This is an optimization exercise on Yosys and OpenROAD, whose aim is a short achievable clock period and few clock cycles, not a production implementation. Only simulation tests tie the RTL to the original design; equivalence was not proved. Power figures rest on the tool's default switching activity, not on a simulated workload.

==> 02-05: inputs <==
Design dlt645_rx, start of the top module:
module dlt645_rx (
    input  wire        clk,
    input  wire        rst,           
    input  wire        strict,        
    input  wire        in_valid,
    output wire        in_ready,
    input  wire [31:0] in_data,
    input  wire [2:0]  in_nbytes,     
    output reg         out_valid,
    input  wire        out_ready,
    output reg         out_is_result,
    output wire [31:0] out_data,
    output wire [2:0]  out_nbytes,
    output reg         out_ok,
    output wire [2:0]  out_cause,
    output wire [15:0] out_count,
    output reg  [15:0] out_pre,
    output reg  [47:0] out_addr,
    output reg  [7:0]  out_ctrl,
    output reg  [7:0]  out_len,
    output reg  [7:0]  out_cs,
    output reg  [7:0]  out_end
);
export LEC_CHECK = 0
export ABC_CLOCK_PERIOD_IN_PS = 2000
export CAP_MARGIN = 20
export CORE_MARGIN = 2
export CORE_UTILIZATION = 35
export CTS_CLUSTER_DIAMETER = 100
export CTS_CLUSTER_SIZE = 20
export SETUP_SLACK_MARGIN = 1.8
export SLEW_MARGIN = 20
create_clock -name core_clock -period 4.0 [get_ports {clk}]
run.sh (not shown) runs the stock make flow with config.mk's settings and CLKGATE_MAP_FILE= SYNTH_SCRIPT=/design/flow/synth_recipe.tcl, a recipe that flattens the netlist after the stock synthesis.
==> inputs of 08-19, as changes to 02-05 <==
--- a/flow/design.v
+++ b/flow/design.v
@@ -492,11 +492,10 @@
     reg [7:0]  m_nr;
     reg        m_add, m_hs;
     reg [1:0]  m_pv, m_sl;
     reg [7:0]  m_bv;
     reg [7:0]  req;            
-    reg [15:0] pos_nb;         
     integer c7, j7;
     always @(*) begin
         m_nc = 4'd0; m_nr = 8'd0; m_add = 1'b0; m_pv = 2'd0; m_hs = 1'b0; m_sl = 2'd0; m_bv = 8'd0;
         for (c7 = 0; c7 < 16; c7 = c7 + 1) begin
             m_nc   = m_nc   | ({4{cls[c7]}}  & s4_nc[c7]);
@@ -508,12 +507,10 @@
         end
         for (c7 = 6; c7 <= 9; c7 = c7 + 1)
             m_nr = m_nr | ({8{cls[c7]}} & s4_nr[c7]);
         for (c7 = 0; c7 < 16; c7 = c7 + 1)
             m_ncls[c7] = (m_nc == c7);
-        pos_nb = ({16{s4_nbh[1]}} & inc16(pos, 3'd1)) | ({16{s4_nbh[2]}} & inc16(pos, 3'd2))
-               | ({16{s4_nbh[3]}} & inc16(pos, 3'd3)) | ({16{s4_nbh[4]}} & inc16(pos, 3'd4));
         for (j7 = 0; j7 < 8; j7 = j7 + 1)
             req[j7] = (r == j7);
         db_ncls = 16'd0;
         for (j7 = 0; j7 < 4; j7 = j7 + 1)
             db_ncls[10+j7] = (s4_nbh[1] & req[j7+1]) | (s4_nbh[2] & req[j7+2])
@@ -541,15 +538,15 @@
             s5_v <= s4_v;
             if (s4_v) begin
                 if (cls[14]) begin
                     cls <= db_ncls;
                     r   <= dec8(r, s4_n);
-                    pos <= pos_nb;
+                    pos <= inc16(pos, s4_n);
                 end else begin
                     cls <= m_ncls;
                     r   <= m_nr;
-                    pos <= m_add ? pos_nb : {14'd0, m_pv};
+                    pos <= m_add ? inc16(pos, s4_n) : {14'd0, m_pv};
                     if (m_hs)
                         base <= m_bv;
                 end
             end
             s5_cls <= cls;
@@ -678,11 +675,13 @@
     reg [7:0]  W [0:6];
     reg        recA, recB, big;
     reg [1:0]  laneA;
     reg [2:0]  nA, nB;
     reg [1:0]  n_pc;
-    reg [3:0]  sv, selB;
+    reg [3:0]  sv;
+    reg [2:0]  sf   [0:3];
+    reg [31:0] spl  [0:3];
     integer i10, j10, v10;
     always @(*) begin
         ds = s6_ds;
         last = s6_last;
         ll = s6_ll;
@@ -710,22 +709,28 @@
         nA    = big ? 3'd4 : total;
         recB  = last & big & (total != 3'd4);
         nB    = {1'b0, total[1:0]};
         n_pc  = last ? 2'd0 : total[1:0];
         for (j10 = 0; j10 < 4; j10 = j10 + 1) begin
-            sv[j10]   = s6_v & (s6_restart[j10] | (recA & laneA == j10) | (recB & ll == j10));
-            selB[j10] = recB & (ll == j10);
+            sv[j10] = s6_v & (s6_restart[j10] | (recA & laneA == j10) | (recB & ll == j10));
+            if (s6_restart[j10]) begin
+                sf[j10]  = s6_cause[3*j10 +: 3];
+                spl[j10] = {16'd0, cnt[j10]};
+            end else if (recB & ll == j10) begin
+                sf[j10]  = nB;
+                spl[j10] = {8'd0, W[6], W[5], W[4]};
+            end else begin
+                sf[j10]  = nA;
+                spl[j10] = {W[3], W[2], W[1], W[0]};
+            end
         end
     end
     reg        s7_v;
-    reg [3:0]  s7_sv, s7_selB;
+    reg [3:0]  s7_sv;
     reg [3:0]  s7_res, s7_ok;
-    reg [2:0]  s7_cause [0:3];
-    reg [15:0] s7_cnt [0:3];
-    reg [31:0] s7_w03;
-    reg [23:0] s7_w46;
-    reg [2:0]  s7_nA, s7_nB;
+    reg [2:0]  s7_f   [0:3];
+    reg [31:0] s7_pl  [0:3];
     wire       fq_wr = s6_v & (|s6_okv);
     reg        f_wp, f_rp;     
     reg [1:0]  f_cnt;
     reg [95:0] f_q   [0:1];
     integer j11, i11;
@@ -751,21 +756,16 @@
                     if (s6_wc[j11])  ctrl_r <= b7[j11];
                     if (s6_wl[j11])  len_r  <= b7[j11];
                     if (s6_wcs[j11]) cs_r   <= b7[j11];
                 end
             end
-            s7_sv   <= sv;
-            s7_selB <= selB;
-            s7_w03  <= {W[3], W[2], W[1], W[0]};
-            s7_w46  <= {W[6], W[5], W[4]};
-            s7_nA   <= nA;
-            s7_nB   <= nB;
+            s7_sv <= sv;
             for (j11 = 0; j11 < 4; j11 = j11 + 1) begin
-                s7_res[j11]   <= s6_restart[j11];
-                s7_ok[j11]    <= s6_okv[j11];
-                s7_cause[j11] <= s6_cause[3*j11 +: 3];
-                s7_cnt[j11]   <= cnt[j11];
+                s7_res[j11] <= s6_restart[j11];
+                s7_ok[j11]  <= s6_okv[j11];
+                s7_f[j11]   <= sf[j11];
+                s7_pl[j11]  <= spl[j11];
             end
             if (fq_wr) begin
                 f_q[f_wp] <= {pre_r, addr_r[5], addr_r[4], addr_r[3], addr_r[2], addr_r[1], addr_r[0],
                               f_ctrl, f_len, f_cs, f_end};
                 f_wp <= !f_wp;
@@ -773,26 +773,12 @@
         end
     end
     reg [1:0]  csrc [0:3];
     reg [3:0]  ccv;
     reg [2:0]  cnw;
-    reg [2:0]  s7_f   [0:3];
-    reg [31:0] s7_pl  [0:3];
     integer k13, v13, j13, n13;
     always @(*) begin
-        for (j13 = 0; j13 < 4; j13 = j13 + 1) begin
-            if (s7_res[j13]) begin
-                s7_f[j13]  = s7_cause[j13];
-                s7_pl[j13] = {16'd0, s7_cnt[j13]};
-            end else if (s7_selB[j13]) begin
-                s7_f[j13]  = s7_nB;
-                s7_pl[j13] = {8'd0, s7_w46};
-            end else begin
-                s7_f[j13]  = s7_nA;
-                s7_pl[j13] = s7_w03;
-            end
-        end
         for (k13 = 0; k13 < 4; k13 = k13 + 1) begin
             csrc[k13] = 2'd0;
             ccv[k13]  = 1'b0;
         end
         cnw = 3'd0;
--- a/flow/config.mk
+++ b/flow/config.mk
@@ -7,9 +7,7 @@
 export LEC_CHECK = 0
 export ABC_CLOCK_PERIOD_IN_PS = 2000
 export CAP_MARGIN = 20
 export CORE_MARGIN = 2
 export CORE_UTILIZATION = 35
-export CTS_CLUSTER_DIAMETER = 100
-export CTS_CLUSTER_SIZE = 20
 export SETUP_SLACK_MARGIN = 1.8
 export SLEW_MARGIN = 20
==> inputs of 11-16, as changes to 02-05 <==
--- a/flow/design.v
+++ b/flow/design.v
@@ -238,11 +238,10 @@
             for (n = 2; n < 8; n = n + 1)
                 dec8[n] = a[n] ^ (bw & !(|(a & (((8'd1 << n) - 8'd1) & 8'hFC))));
         end
     endfunction
     reg adv;
-    assign in_ready = adv;
     reg        s0_v;
     reg [31:0] s0_d;
     reg [2:0]  s0_n;
     reg [3:0]  s0_lv;
     reg [4:0]  s0_nbh;
@@ -338,11 +337,11 @@
     reg        s3_v;
     reg [2:0]  s3_n;
     reg [4:0]  s3_nbh;
     reg [31:0] s3_d;
     reg [3:0]  s3_lv;
-    reg [2:0]  s3_dk [0:3];
+    reg [31:0] s3_dv;
     reg [31:0] s3_x;           
     reg [31:0] s3_p;           
     integer j4;
     always @(posedge clk) begin
         if (rst) begin
@@ -354,35 +353,39 @@
                 psum <= add8(psum, s2_tot, 1'b0);
             s3_n   <= s2_n;
             s3_nbh <= s2_nbh;
             s3_d   <= s2_d;
             s3_lv  <= s2_lv;
-            s3_dk[0] <= s2_dk[0]; s3_dk[1] <= s2_dk[1];
-            s3_dk[2] <= s2_dk[2]; s3_dk[3] <= s2_dk[3];
+            for (j4 = 0; j4 < 4; j4 = j4 + 1)
+                s3_dv[8*j4 +: 8] <= dec8(s2_d[8*j4 +: 8], s2_dk[j4]);
             for (j4 = 0; j4 < 4; j4 = j4 + 1) begin
                 s3_x[8*j4 +: 8] <= add8(psum, s2_q[8*j4 +: 8], 1'b0);
                 s3_p[8*j4 +: 8] <= add8(psum, s2_ps[8*j4 +: 8], 1'b0);
             end
         end
     end
     reg  [7:0] base;           
     wire [7:0] base_new;       
     wire       base_upd;       
-    reg  [3:0] a_eq;
+    reg  [3:0] a_eqo, a_eqn;
     reg  [7:0] a_dv [0:3];
     integer j5;
     always @(*)
         for (j5 = 0; j5 < 4; j5 = j5 + 1) begin
-            a_eq[j5] = base_upd ? (s3_x[8*j5 +: 8] == base_new) : (s3_x[8*j5 +: 8] == base);
-            a_dv[j5] = dec8(s3_d[8*j5 +: 8], s3_dk[j5]);
+            a_eqo[j5] = (s3_x[8*j5 +: 8] == base);
+            a_eqn[j5] = (s3_x[8*j5 +: 8] == base_new);
+            a_dv[j5]  = s3_dv[8*j5 +: 8];
         end
     reg        t3_v;
     reg [2:0]  t3_n;
     reg [4:0]  t3_nbh;
     reg [31:0] t3_d;
     reg [3:0]  t3_lv;
-    reg [3:0]  t3_fe, t3_s68, t3_e16, t3_z, t3_one, t3_two, t3_thr, b_eq;
+    reg [3:0]  t3_fe, t3_s68, t3_e16, t3_z, t3_one, t3_two, t3_thr;
+    reg [3:0]  t3_eqo, t3_eqn;
+    reg        t3_upd;
+    wire [3:0] b_eq = t3_upd ? t3_eqn : t3_eqo;
     reg [31:0] t3_dv;
     reg [15:0] t3_dsm;
     reg [31:0] t3_p;
     always @(posedge clk) begin
         if (rst) begin
@@ -402,11 +405,13 @@
                 t3_two[j5] <= (s3_d[8*j5 +: 8] == 8'd2);
                 t3_thr[j5] <= (s3_d[8*j5 +: 8] == 8'd3);
                 t3_dv[8*j5 +: 8] <= a_dv[j5];
                 t3_dsm[4*j5 +: 4] <= {a_dv[j5] == 8'd3, a_dv[j5] == 8'd2, a_dv[j5] == 8'd1, a_dv[j5] == 8'd0};
             end
-            b_eq   <= a_eq;
+            t3_eqo <= a_eqo;
+            t3_eqn <= a_eqn;
+            t3_upd <= base_upd;
             t3_p   <= s3_p;
         end
     end
     wire [15:0] c_ncls [0:15];
     wire [7:0]  c_nr   [0:15];
@@ -794,10 +799,11 @@
         for (k13 = 0; k13 < 4; k13 = k13 + 1) begin
             csrc[k13] = 2'd0;
             ccv[k13]  = 1'b0;
         end
         cnw = 3'd0;
+        n13 = 0;
         for (v13 = 0; v13 < 16; v13 = v13 + 1)
             if (s7_sv == v13) begin
                 n13 = 0;
                 for (j13 = 0; j13 < 4; j13 = j13 + 1)
                     if ((v13 >> j13) & 1) begin
@@ -834,14 +840,19 @@
     reg [3:0]  q_cnt;
     reg        q_res [0:QD-1];
     reg        q_ok  [0:QD-1];
     reg [2:0]  q_f   [0:QD-1];
     reg [31:0] q_pl  [0:QD-1];
-    reg [7:0]  wp_n;
-    reg        q_wr, o_ld, hd_res, hd_ok;
-    reg [2:0]  hd_f;
-    reg [31:0] hd_pl;
+    reg        rdy;            
+    reg [7:0]  wp_n, rp1;
+    reg        q_wr, pop, byp;
+    reg        ha_res, ha_ok, hb_res, hb_ok;
+    reg [2:0]  ha_f, hb_f;
+    reg [31:0] ha_pl, hb_pl;
+    reg        n_res, n_ok;
+    reg [2:0]  n_f;
+    reg [31:0] n_pl;
     reg [3:0]  q_cnt_n;
     reg [1:0]  f_cnt_n;
     integer j12, e12;
     always @(*) begin
         case (s8_nw)
@@ -849,34 +860,57 @@
             3'd1: wp_n = {q_wp[6:0], q_wp[7]};
             3'd2: wp_n = {q_wp[5:0], q_wp[7:6]};
             3'd3: wp_n = {q_wp[4:0], q_wp[7:5]};
             default: wp_n = {q_wp[3:0], q_wp[7:4]};
         endcase
+        rp1  = {q_rp[6:0], q_rp[7]};
         q_wr = adv & s8_v;
-        o_ld = (!out_valid || out_ready) && (q_cnt != 4'd0);
-        hd_res = 1'b0; hd_ok = 1'b0; hd_f = 3'd0; hd_pl = 32'd0;
+        pop  = out_valid & out_ready;
+        byp  = q_wr & s8_cv[0] & ((q_cnt == 4'd0) | ((q_cnt == 4'd1) & pop));
+        ha_res = 1'b0; ha_ok = 1'b0; ha_f = 3'd0; ha_pl = 32'd0;
+        hb_res = 1'b0; hb_ok = 1'b0; hb_f = 3'd0; hb_pl = 32'd0;
         for (e12 = 0; e12 < QD; e12 = e12 + 1) begin
-            hd_res = hd_res | (q_rp[e12] & q_res[e12]);
-            hd_ok  = hd_ok  | (q_rp[e12] & q_ok[e12]);
-            hd_f   = hd_f   | ({3{q_rp[e12]}} & q_f[e12]);
-            hd_pl  = hd_pl  | ({32{q_rp[e12]}} & q_pl[e12]);
+            ha_res = ha_res | (q_rp[e12] & q_res[e12]);
+            ha_ok  = ha_ok  | (q_rp[e12] & q_ok[e12]);
+            ha_f   = ha_f   | ({3{q_rp[e12]}} & q_f[e12]);
+            ha_pl  = ha_pl  | ({32{q_rp[e12]}} & q_pl[e12]);
+            hb_res = hb_res | (rp1[e12] & q_res[e12]);
+            hb_ok  = hb_ok  | (rp1[e12] & q_ok[e12]);
+            hb_f   = hb_f   | ({3{rp1[e12]}} & q_f[e12]);
+            hb_pl  = hb_pl  | ({32{rp1[e12]}} & q_pl[e12]);
+        end
+        if (byp) begin
+            n_res = s8_res[0]; n_ok = s8_ok[0]; n_f = s8_f[0]; n_pl = s8_pl[0];
+        end else if (pop) begin
+            n_res = hb_res; n_ok = hb_ok; n_f = hb_f; n_pl = hb_pl;
+        end else begin
+            n_res = ha_res; n_ok = ha_ok; n_f = ha_f; n_pl = ha_pl;
         end
-        q_cnt_n = q_cnt + (q_wr ? {1'b0, s8_nw} : 4'd0) - {3'd0, o_ld};
-        f_cnt_n = f_cnt + {1'b0, adv & fq_wr} - {1'b0, o_ld & hd_ok};
+        q_cnt_n = q_cnt + (q_wr ? {1'b0, s8_nw} : 4'd0) - {3'd0, pop};
+        f_cnt_n = f_cnt + {1'b0, adv & fq_wr} - {1'b0, pop & out_ok};
     end
     reg [31:0] out_pl;
     reg [2:0]  out_f;
     assign out_data   = out_pl;
     assign out_count  = out_pl[15:0];
     assign out_nbytes = out_f;
     assign out_cause  = out_f;
+    assign in_ready   = rdy;
     always @(posedge clk) begin
+        out_is_result <= n_res;
+        out_ok        <= n_ok;
+        out_f         <= n_f;
+        out_pl        <= n_pl;
+        {out_pre, out_addr[47:40], out_addr[39:32], out_addr[31:24], out_addr[23:16],
+         out_addr[15:8], out_addr[7:0], out_ctrl, out_len, out_cs, out_end}
+            <= (pop & out_ok) ? f_q[!f_rp] : f_q[f_rp];
         if (rst) begin
             q_wp <= 8'd1; q_rp <= 8'd1; q_cnt <= 4'd0;
             f_rp <= 1'b0; f_cnt <= 2'd0;
             out_valid <= 1'b0;
             adv <= 1'b1;
+            rdy <= 1'b1;
         end else begin
             if (q_wr) begin
                 for (e12 = 0; e12 < QD; e12 = e12 + 1)
                     for (j12 = 0; j12 < 4; j12 = j12 + 1)
                         if (s8_cv[j12] && q_wp[(e12 + QD - j12) % QD]) begin
@@ -888,23 +922,15 @@
                 q_wp <= wp_n;
             end
             q_cnt <= q_cnt_n;
             f_cnt <= f_cnt_n;
             adv   <= (q_cnt_n <= QD - 4) && (f_cnt_n <= 2'd1);
-            if (o_ld) begin
-                out_valid     <= 1'b1;
-                out_is_result <= hd_res;
-                out_ok        <= hd_ok;
-                out_f         <= hd_f;
-                out_pl        <= hd_pl;
-                q_rp <= {q_rp[6:0], q_rp[7]};
-                if (hd_ok) begin
-                    {out_pre, out_addr[47:40], out_addr[39:32], out_addr[31:24], out_addr[23:16],
-                     out_addr[15:8], out_addr[7:0], out_ctrl, out_len, out_cs, out_end} <= f_q[f_rp];
+            rdy   <= !q_cnt_n[3] && !(q_cnt_n[2] && (q_cnt_n[1:0] != 2'd0)) && !f_cnt_n[1];
+            out_valid <= (q_cnt_n != 4'd0);
+            if (pop) begin
+                q_rp <= rp1;
+                if (out_ok)
                     f_rp <= !f_rp;
-                end
-            end else if (out_valid && out_ready) begin
-                out_valid <= 1'b0;
             end
         end
     end
 endmodule
==> comparison table <==
Result of the run: 08-19 timing/DRC/antenna clean; 02-05 timing/DRC/antenna clean; 11-16 timing/DRC/antenna clean
Per-cell routed wire length: 08-19 26.7 um; 02-05 26.4 um; 11-16 25.7 um
Xor/xnor share of the synthesized area: 08-19 0.0242; 02-05 0.0235; 11-16 0.0239
Maximum clock skew at final layout: 08-19 92.1 ps; 02-05 75.7 ps; 11-16 62.5 ps
Clock transition at the registers of the reported paths: 08-19 70 ps; 02-05 80 ps; 11-16 90 ps
Total of flip-flops plus latches after synthesis: 08-19 2,204; 02-05 2,204; 11-16 2,235
Power density cells: 08-19 582 nW/um^2; 02-05 542 nW/um^2; 11-16 543 nW/um^2
Synthesized Nets: 08-19 9,213; 02-05 9,447; 11-16 10,000
# clk buffers: 08-19 287; 02-05 189; 11-16 203
DRT Pass-1 Iters: 08-19 13; 02-05 7; 11-16 19
Placeable Area: 08-19 297,000 um^2; 02-05 300,000 um^2; 11-16 308,000 um^2
Aggregate global-route resource usage: 08-19 0.228; 02-05 0.222; 11-16 0.221
Final core utilization: 08-19 0.431; 02-05 0.414; 11-16 0.413
Multi-input combinational cell count: 08-19 5,764; 02-05 5,970; 11-16 6,402
Combinational power: 08-19 18.0 mW; 02-05 18.2 mW; 11-16 19.4 mW
Worst-case reg-to-reg path depth: 08-19 13; 02-05 9; 11-16 9
Overall die area: 08-19 303,000 um^2; 02-05 306,000 um^2; 11-16 314,000 um^2
Layout sequential cell count: 08-19 2,204; 02-05 2,204; 11-16 2,235
Buf+Inv Stages, Crit Path: 08-19 6; 02-05 2; 11-16 1
DRC marker count from the first detailed-route iteration: 08-19 11,900; 02-05 10,400; 11-16 11,300
Period Utilization, post-route: 08-19 0.663; 02-05 0.607; 11-16 0.611
Testbench counts of 02-05, summed over its fixed seeds: cycles 7,339.
Testbench counts of 08-19, summed over its fixed seeds: cycles 7,339.
Testbench counts of 11-16, summed over its fixed seeds: cycles 7,331.

==> afterwards: timing with drivers on the ports <==
How much do the figures lean on ideal ports? The routed layouts below were timed once more, with nothing changed but the port constraints. Step 1 (the two cells are an assumption about what drives the block):
set clk [get_ports {clk}]
set_driving_cell -lib_cell sky130_fd_sc_hd__clkbuf_16 $clk
set_driving_cell -lib_cell sky130_fd_sc_hd__buf_2 [delete_from_list [all_inputs] $clk]
Step 2 also shifts input and output timing later by t, the mid clock arrival at the registers, as if the neighbouring blocks saw the same clock. a / b / c = ideal ports / drivers / drivers and shift; a / b = the first two.
run | t (ns) | setup slack, ns | worst hold slack (ns) | latest minus earliest clock arrival (ns) | worst slew at a driven data input, ns
02-05 | 0.917 | 1.574 / 1.574 / 0.768 | 0.381 / 0.381 / 0.381 | 0.080 / 0.081 | 0.15
08-19 | 0.975 | 1.350 / 1.350 / 0.937 | 0.252 / 0.181 / 0.390 | 0.099 / 0.098 | 0.13
11-16 | 0.922 | 1.558 / 1.558 / 0.879 | 0.198 / 0.310 / 0.396 | 0.077 / 0.077 | 0.27
After both steps setup and hold are still met in every run listed. The setup slack of 02-05, which loses most, moves by 0.000 ns with the drivers and by -0.806 ns with both steps.
